This is an optimization exercise on Yosys and OpenROAD, whose aim is small area, a short achievable clock period and few clock cycles, not a production implementation. Only simulation tests tie the RTL to the original design; equivalence was not proved. Power is estimated from default activity; no workload was simulated.

==> design/flow/design.v <==
module rsd_block #(
    parameter CAP    = 64,           
    parameter OUTCAP = 32            
) (
    input             clk,
    input             rst,           
    input             req,
    input             we,
    input      [1:0]  sel,
    input      [15:0] addr,
    input      [15:0] wdata,
    output reg        busy,
    output reg        rvalid,
    output reg [15:0] rdata
);
    localparam AW  = $clog2(CAP);
    localparam OAW = $clog2(OUTCAP);
    localparam ERR_OK       = 2'd0;
    localparam ERR_NOSYNC   = 2'd1;
    localparam ERR_OPERAND  = 2'd2;
    localparam ERR_COMMAND  = 2'd3;
    localparam S_IDLE     = 3'd0;
    localparam S_EXPAND   = 3'd1;
    localparam S_AL_LOAD  = 3'd2;    
    localparam S_AL_SCAN  = 3'd3;    
    localparam S_AL_PRIME = 3'd4;    
    localparam S_AL_MOVE  = 3'd5;    
    localparam S_DEC_ODD  = 3'd6;    
    localparam S_DEC_EVEN = 3'd7;    
    reg [7:0] raw_mem  [0:CAP-1];
    reg [7:0] bits_mem [0:CAP-1];
    reg [7:0] out_mem  [0:OUTCAP-1];
    reg [1:0]  err;
    reg [15:0] rawlen, bitlen, syncoff, src, dst, blen;
    reg [2:0]  syncsh;
    reg [2:0]  state;
    reg [AW+2:0] cp;                 
    reg [10:0]   acc;
    reg [3:0]    nacc;
    reg [AW:0]   olen;
    reg [AW:0]   len;                
    reg [AW:0]   off;                
    reg [2:0]    sh;                 
    reg [3:0]    ldcnt;              
    reg [71:0]   win;                
    reg [AW:0]   mvi;                
    reg [AW:0]   newlen;
    reg [7:0]    prev;
    reg          dstsel;
    reg [AW:0]   di;
    reg [7:0]    odd;
    function match64(input [63:0] w);
        match64 = (w[62:0] == 63'h2AAAAAAA_44894489);
    endfunction
    function [7:0] decode_byte(input [7:0] o, input [7:0] e);
        decode_byte = ((o & 8'h55) << 1) | (e & 8'h55);
    endfunction
    wire [7:0]  exp_byte = raw_mem[cp[AW+1:2]];
    wire [1:0]  exp_code = exp_byte >> (3'd6 - {cp[1:0], 1'b0});
    wire [2:0]  exp_w    = {1'b0, exp_code} + 3'd1;
    wire [10:0] exp_acc  = (acc << exp_w) | 11'd1;
    wire [3:0]  exp_nacc = nacc + {1'b0, exp_w};
    wire [7:0]  exp_out  = exp_acc >> (exp_nacc - 4'd8);
    wire [63:0] sh_win   = win[71 - sh -: 64];
    wire [17:0] dec_src_end = {2'b0, src} + {1'b0, blen, 1'b0};
    wire [16:0] dec_dst_end = {1'b0, dst} + {1'b0, blen};
    wire        dec_ok_b    = (bitlen <= CAP) && (dec_src_end <= {2'b0, bitlen}) &&
                              (dec_dst_end <= {1'b0, bitlen});
    wire        dec_ok_o    = (bitlen <= CAP) && (dec_src_end <= {2'b0, bitlen}) &&
                              (dec_dst_end <= OUTCAP);
    wire        host_acc = req && !busy;
    reg [15:0] reg_rd;
    always @(*) begin
        case (addr[3:0])
            4'd1:    reg_rd = {14'd0, err};
            4'd2:    reg_rd = rawlen;
            4'd3:    reg_rd = bitlen;
            4'd4:    reg_rd = syncoff;
            4'd5:    reg_rd = {13'd0, syncsh};
            4'd6:    reg_rd = src;
            4'd7:    reg_rd = dst;
            4'd8:    reg_rd = blen;
            default: reg_rd = 16'd0;
        endcase
    end
    always @(posedge clk) begin
        if (rst) begin
            rvalid <= 1'b0;
            rdata  <= 16'd0;
        end else begin
            rvalid <= host_acc && !we;
            if (host_acc && !we) begin
                case (sel)
                    2'd0: rdata <= reg_rd;
                    2'd1: rdata <= {8'd0, raw_mem[addr[AW-1:0]]};
                    2'd2: rdata <= {8'd0, bits_mem[addr[AW-1:0]]};
                    2'd3: rdata <= {8'd0, out_mem[addr[OAW-1:0]]};
                endcase
            end
        end
    end
    reg          bits_we;
    reg [AW-1:0] bits_wa;
    reg [7:0]    bits_wd;
    reg          out_we;
    reg [OAW-1:0] out_wa;
    reg [7:0]    out_wd;
    reg [AW-1:0] bits_ra;            
    wire [7:0]   bits_rd = bits_mem[bits_ra];
    always @(*) begin
        bits_we = 1'b0;
        bits_wa = addr[AW-1:0];
        bits_wd = wdata[7:0];
        out_we  = 1'b0;
        out_wa  = addr[OAW-1:0];
        out_wd  = wdata[7:0];
        bits_ra = off[AW-1:0] + ldcnt;
        case (state)
            S_IDLE: begin
                bits_we = host_acc && we && (sel == 2'd2);
                out_we  = host_acc && we && (sel == 2'd3);
            end
            S_EXPAND: begin
                bits_wa = olen[AW-1:0];
                bits_wd = exp_out;
                bits_we = (cp != {rawlen[AW:0], 2'b00}) && (exp_code != 2'd0) &&
                          (exp_nacc >= 4'd8) && (olen != CAP);
            end
            S_AL_LOAD: bits_ra = off[AW-1:0] + ldcnt;
            S_AL_SCAN: bits_ra = off[AW-1:0] + 9;
            S_AL_PRIME: bits_ra = off[AW-1:0];
            S_AL_MOVE: begin
                bits_ra = off[AW-1:0] + mvi[AW-1:0] + 1'b1;
                bits_wa = mvi[AW-1:0];
                bits_wd = (sh == 3'd0) ? prev : ((prev << sh) | (bits_rd >> (4'd8 - sh)));
                bits_we = 1'b1;
            end
            S_DEC_ODD: bits_ra = src[AW-1:0] + di[AW-1:0];
            S_DEC_EVEN: begin
                bits_ra = src[AW-1:0] + blen[AW-1:0] + di[AW-1:0];
                bits_wa = dst[AW-1:0] + di[AW-1:0];
                bits_wd = decode_byte(odd, bits_rd);
                out_wa  = dst[OAW-1:0] + di[OAW-1:0];
                out_wd  = decode_byte(odd, bits_rd);
                bits_we = !dstsel;
                out_we  = dstsel;
            end
            default: ;
        endcase
    end
    always @(posedge clk) begin
        if (host_acc && we && sel == 2'd1)
            raw_mem[addr[AW-1:0]] <= wdata[7:0];
        if (bits_we)
            bits_mem[bits_wa] <= bits_wd;
        if (out_we)
            out_mem[out_wa] <= out_wd;
    end
    always @(posedge clk) begin
        if (rst) begin
            state   <= S_IDLE;
            busy    <= 1'b0;
            err     <= ERR_OK;
            rawlen  <= 16'd0;
            bitlen  <= 16'd0;
            syncoff <= 16'd0;
            syncsh  <= 3'd0;
            src     <= 16'd0;
            dst     <= 16'd0;
            blen    <= 16'd0;
        end else begin
            case (state)
            S_IDLE: begin
                if (host_acc && we && sel == 2'd0) begin
                    case (addr)
                    16'd0: begin
                        case (wdata)
                        16'h0001: begin                          
                            if (rawlen > CAP) begin
                                err <= ERR_OPERAND;
                            end else begin
                                cp    <= 0;
                                acc   <= 11'd0;
                                nacc  <= 4'd0;
                                olen  <= 0;
                                state <= S_EXPAND;
                                busy  <= 1'b1;
                            end
                        end
                        16'h0002: begin                          
                            if (bitlen > CAP) begin
                                err <= ERR_OPERAND;
                            end else if (bitlen < 16'd9) begin
                                err <= ERR_NOSYNC;
                            end else begin
                                len   <= bitlen[AW:0];
                                off   <= 0;
                                sh    <= 3'd0;
                                ldcnt <= 4'd0;
                                state <= S_AL_LOAD;
                                busy  <= 1'b1;
                            end
                        end
                        16'h0003, 16'h0007: begin                
                            if (wdata[2] ? !dec_ok_o : !dec_ok_b) begin
                                err <= ERR_OPERAND;
                            end else if (blen == 16'd0) begin
                                err <= ERR_OK;
                            end else begin
                                dstsel <= wdata[2];
                                di     <= 0;
                                state  <= S_DEC_ODD;
                                busy   <= 1'b1;
                            end
                        end
                        default: err <= ERR_COMMAND;
                        endcase
                    end
                    16'd2: rawlen <= wdata;
                    16'd3: bitlen <= wdata;
                    16'd6: src    <= wdata;
                    16'd7: dst    <= wdata;
                    16'd8: blen   <= wdata;
                    default: ;
                    endcase
                end
            end
            S_EXPAND: begin
                if (cp == {rawlen[AW:0], 2'b00} || exp_code == 2'd0 ||
                    (exp_nacc >= 4'd8 && olen == CAP)) begin
                    bitlen <= {{(15-AW){1'b0}}, olen};
                    err    <= ERR_OK;
                    state  <= S_IDLE;
                    busy   <= 1'b0;
                end else begin
                    cp <= cp + 1'b1;
                    if (exp_nacc >= 4'd8) begin
                        olen <= olen + 1'b1;
                        nacc <= exp_nacc - 4'd8;
                        acc  <= exp_acc & ((11'd1 << (exp_nacc - 4'd8)) - 11'd1);
                    end else begin
                        nacc <= exp_nacc;
                        acc  <= exp_acc;
                    end
                end
            end
            S_AL_LOAD: begin
                win   <= {win[63:0], bits_rd};
                ldcnt <= ldcnt + 4'd1;
                if (ldcnt == 4'd8)
                    state <= S_AL_SCAN;
            end
            S_AL_SCAN: begin
                if (match64(sh_win)) begin
                    newlen <= (sh == 3'd0) ? (len - off) : (len - off - 1'b1);
                    state  <= S_AL_PRIME;
                end else if (sh != 3'd7) begin
                    sh <= sh + 3'd1;
                end else if (off == len - 9) begin
                    err   <= ERR_NOSYNC;
                    state <= S_IDLE;
                    busy  <= 1'b0;
                end else begin
                    win <= {win[63:0], bits_rd};
                    off <= off + 1'b1;
                    sh  <= 3'd0;
                end
            end
            S_AL_PRIME: begin
                prev  <= bits_rd;
                mvi   <= 0;
                state <= S_AL_MOVE;
            end
            S_AL_MOVE: begin
                prev <= bits_rd;
                mvi  <= mvi + 1'b1;
                if (mvi == newlen - 1'b1) begin
                    bitlen  <= {{(15-AW){1'b0}}, newlen};
                    syncoff <= {{(15-AW){1'b0}}, off};
                    syncsh  <= sh;
                    err     <= ERR_OK;
                    state   <= S_IDLE;
                    busy    <= 1'b0;
                end
            end
            S_DEC_ODD: begin
                odd   <= bits_rd;
                state <= S_DEC_EVEN;
            end
            S_DEC_EVEN: begin
                di <= di + 1'b1;
                if (di == blen[AW:0] - 1'b1) begin
                    err   <= ERR_OK;
                    state <= S_IDLE;
                    busy  <= 1'b0;
                end else begin
                    state <= S_DEC_ODD;
                end
            end
            endcase
        end
    end
endmodule
==> design/flow/run.sh <==
#!/bin/bash
# synth_recipe.tcl (not shown) runs the flow's synth.tcl, then flattens the netlist and writes it again
# the make line also repeats each setting of config.mk as NAME=value (left out here)
make -C /OpenROAD-flow-scripts/flow DESIGN_CONFIG=/design/flow/config.mk WORK_HOME=/design/flow/orfs CLKGATE_MAP_FILE= SYNTH_SCRIPT=/design/flow/synth_recipe.tcl finish
==> design/flow/config.mk <==
export PLATFORM = sky130hd
export DESIGN_NAME = rsd_block
export DESIGN_NICKNAME = rsd_block
export VERILOG_FILES = /design/flow/design.v
export SDC_FILE = /design/flow/constraint.sdc
export NUM_CORES = 4
export LEC_CHECK = 0
export CAP_MARGIN = 20
export CORE_MARGIN = 2
export CORE_UTILIZATION = 40
export PLACE_DENSITY = 0.6
export SLEW_MARGIN = 20
==> design/flow/constraint.sdc <==
create_clock -name core_clock -period 10.0 [get_ports {clk}]
set_input_delay 2.0000 -clock core_clock [delete_from_list [all_inputs] [get_ports {clk}]]
set_output_delay 2.0000 -clock core_clock [all_outputs]
set_load 0.01 [all_outputs]
==> flow_summary.ini <==
[status]
status = timing/DRC/antenna clean

[layout]
drive_gt1_share_pct = 18.9
area_growth_syn_to_layout_pct = 11.7
layout_commonest_cell = edfxtp_1
final_util_pct = 44.8
stdcell_count = 8265
final_cell_mix = edfxtp_1 (1,438), mux4_2 (563), nand2_1 (526)
nets = 5651

[worst_setup_path]
crit_arrival_ps = 8890
path_class = register to register
startpoint_type = register
endpoint_kind = register
cp_max_fo = 31
reg2regPathDepth = 17
worstPathRequired_ps = 10540

[placement]
io_buffer_count = 55
gp_congestion = 0.938
dp_hpwl_um = 163000
dp.cells = 7950

[floorplan]
die_w_um = 448
row_count = 163
io_pins = 56
core_area_mm2 = 0.197
die_h_um = 448
dieArea_mm2 = 0.201
start_util_pct = 40.1

[drt]
vias_per_cell = 6.23
initialDrtViolationCount = 6437
firstDrtPassIters = 6
wl_um = 245000
drc_errors = 0
ant_nets = 0
avgRoutedWirePerCell_um = 29.7
vias = 51500

[sta]
slew_headroom_pct = 17.3
hold_ws_ps = 446
setup_violations = 0
rsz0062_at_grt = no
finalHoldViolations = 0
finalSetupTns_ps = 0
tightest_slew_ps = 1240
period_share_pct = 83.5
finalClockSkew_ps = 57.6
fmax_ghz = 0.120
drv_slew = 0
final.min_clock_period_ps = 8350

[yosys]
async_flop_share_pct = 0
synth_top_family_by_area = multiplexers
synth_compound_area_share_pct = 7.42
synth-edff-count = 1438
synthXorXnorAreaFrac_pct = 1.29
synthesis.area_mm2 = 0.0790
synth_fa_ha_area_share_pct = 2.18
ys_seq_elements = 1557
synth_flop_cell = edfxtp_1
syn_inst = 5486
syn_nets = 5653
yosys.area_share.simple_pct = 8.13
synth_cell_types = 94
syn_area_per_cell_um2 = 14.4
seq_area_frac_synth_pct = 57.7
yosys_warnings = 2
synth.mux.area_fraction_pct = 20.9

[cts]
cts_tree = done
cts_resized = 0
clk_pin_slew_ps = 60
cts_buffers = 168
h-tree-depth = 4
clock-root-buffer = clkbuf_16
cts_sinks = 1557
hold_buffers = 0
worst_skew_pair.late_latency_ps = 840
cts_max_path_buffers = 3
post_cts_buffers = 0

[grt]
grt_pass1_wl_um = 354000
grt_pass1_vias = 49400
antenna_found_initial = 5
overflow = 0
grt_max_degree = 130
grt_usage_pct = 24.2

[power]
power_density_mw_per_mm2 = 167
peakVddDrop_mv = 0.146
leakagePower_uw = 0.0291

[hold_path]
hold_path_depth = 0
hold_path_class = register to register

[job]
maxCapViolations = 0
## worst paths after layout
kind,slack [ps],from,end
max,1650,register,bits_mem[55][2]
min,450,win[0],win[8]
max reg2reg,1650,register,bits_mem[55][2]
min reg2reg,450,win[0],win[8]
## cells in the mapped netlist (11+ instances only)
library cell / instances / area [um2]
nor2b_1: 39 / 244
a22o_1: 15 / 131
mux2_2: 25 / 282
nor4_1: 25 / 156
a221oi_1: 22 / 193
or2_2: 13 / 81.3
a21oi_1: 328 / 1640
nor3b_1: 12 / 90.1
inv_1: 88 / 330
mux4_2: 563 / 12700
ha_1: 115 / 1440
xor2_1: 45 / 394
a311oi_1: 12 / 105
nand3_1: 109 / 546
nor2_1: 427 / 1600
nand2b_1: 30 / 188
a31oi_1: 32 / 200
a2111oi_0: 23 / 201
o22ai_1: 12 / 75.1
or3_1: 14 / 87.6
a21o_1: 23 / 173
and2_1: 17 / 106
a22oi_1: 137 / 1030
buf_2: 42 / 210
fa_1: 14 / 280
mux2i_1: 334 / 3340
o211ai_1: 33 / 248
nand2_1: 532 / 2000
dfxtp_1: 119 / 2380
xnor2_1: 71 / 622
edfxtp_1: 1438 / 43200
and3_1: 35 / 219
o21ai_0: 79 / 395
a222oi_1: 11 / 110
nor3_1: 72 / 360
buf_1: 83 / 312
o311ai_0: 11 / 96.3
or4_1: 17 / 128
nand4_1: 22 / 138
a211oi_1: 25 / 188
clkbuf_1: 217 / 815
## state kept, by name, summed over array words and instances (netlist names), 8 cells and up, named ones only
name      count
bitlen       16
rawlen       16
dst          16
blen         16
out_mem     256
rdata        16
acc          11
bits_mem    512
raw_mem     512
win          72
cp            9
src          16
prev          8
## routing by layer
layer  wire length [um]  track usage (%)  up-vias
met3              21600             4.22      402
met4               8570             8.24        6
met5                 35                0        -
met1              99700             33.7    26600
met2             115000             38.3     2651
li1                   -                -    21900
## cell type report
| type | count | area [um2] |
|---|---|---|
| Inverter | 95 | 357 |
| Antenna cell | 3 | 7.51 |
| Clock buffer | 190 | 4330 |
| Sequential cell | 1557 | 45600 |
| Timing Repair Buffer | 185 | 1670 |
| Fill cell | 17300 | 109000 |
| Clock inverter | 118 | 1190 |
| Tap cell | 2640 | 3300 |
| Multi-Input combinational cell | 3477 | 31800 |
## through the flow
step           setup slack (ps)  area (um2)  power, uW
6_report                   1650       88200      14700
5_1_grt                    1080       88200      15100
4_1_cts                    1660       88100      14800
3_5_place_dp               1680       82600       8530
3_3_place_gp               1770       82500       8510
2_1_floorplan               440       79000       8020
## where the power goes
group,switching (uW),internal (uW)
sequential,36.7,7220
combinational,779,371
clock,2710,3620
total,3520,11200
## cell families after synthesis
| kind of cell | count (synthesis) |
|---|---|
| flops | 1557 |
| simple gates | 1417 |
| mux | 931 |
| compound gates | 883 |
| buf+inv | 452 |
| fa+ha+maj | 129 |
| xor+xnor | 116 |
| other cells | 1 |
## worst max-delay path, stage by stage, from the launching register on
cell,delay (ps)
dfxtp_4,790
buf_4,510
mux4_2,580
mux4_2,500
mux4_2,600
mux4_2,580
inv_1,80
ha_1,540
inv_1,380
fa_1,1070
inv_1,390
o211ai_1,200
o31ai_1,110
nand3_1,110
o311ai_0,170
a21oi_1,240
nand3_2,630
buf_4,500
Testbench counts, summed over its fixed seeds: cycles 20,900.

[re-timing with driven ports]
In the flow no input, the clock included, has a driving cell. The finished layout below was timed again as built, in two steps. Step 1, drivers: a clkbuf_16 drives clk and a buf_2 each remaining input, both assumed. Step 2 times the ports against the registers' clock, not the clock port: input delays grow and output delays shrink by t, the midpoint of the rising clock arrivals with the driver on. Slacks: no drivers / after step 1 / after step 2; pairs: no drivers / after step 1.
shift t [ns]: 0.909
slack for setup (ns): 1.653 / 1.653 / 1.653
hold WS [ns]: 0.446 / 0.446 / 0.446
After both steps setup and hold are still met in this run. For this run, drivers alone change the setup slack by 0.000 ns; drivers and shift together by 0.000 ns.
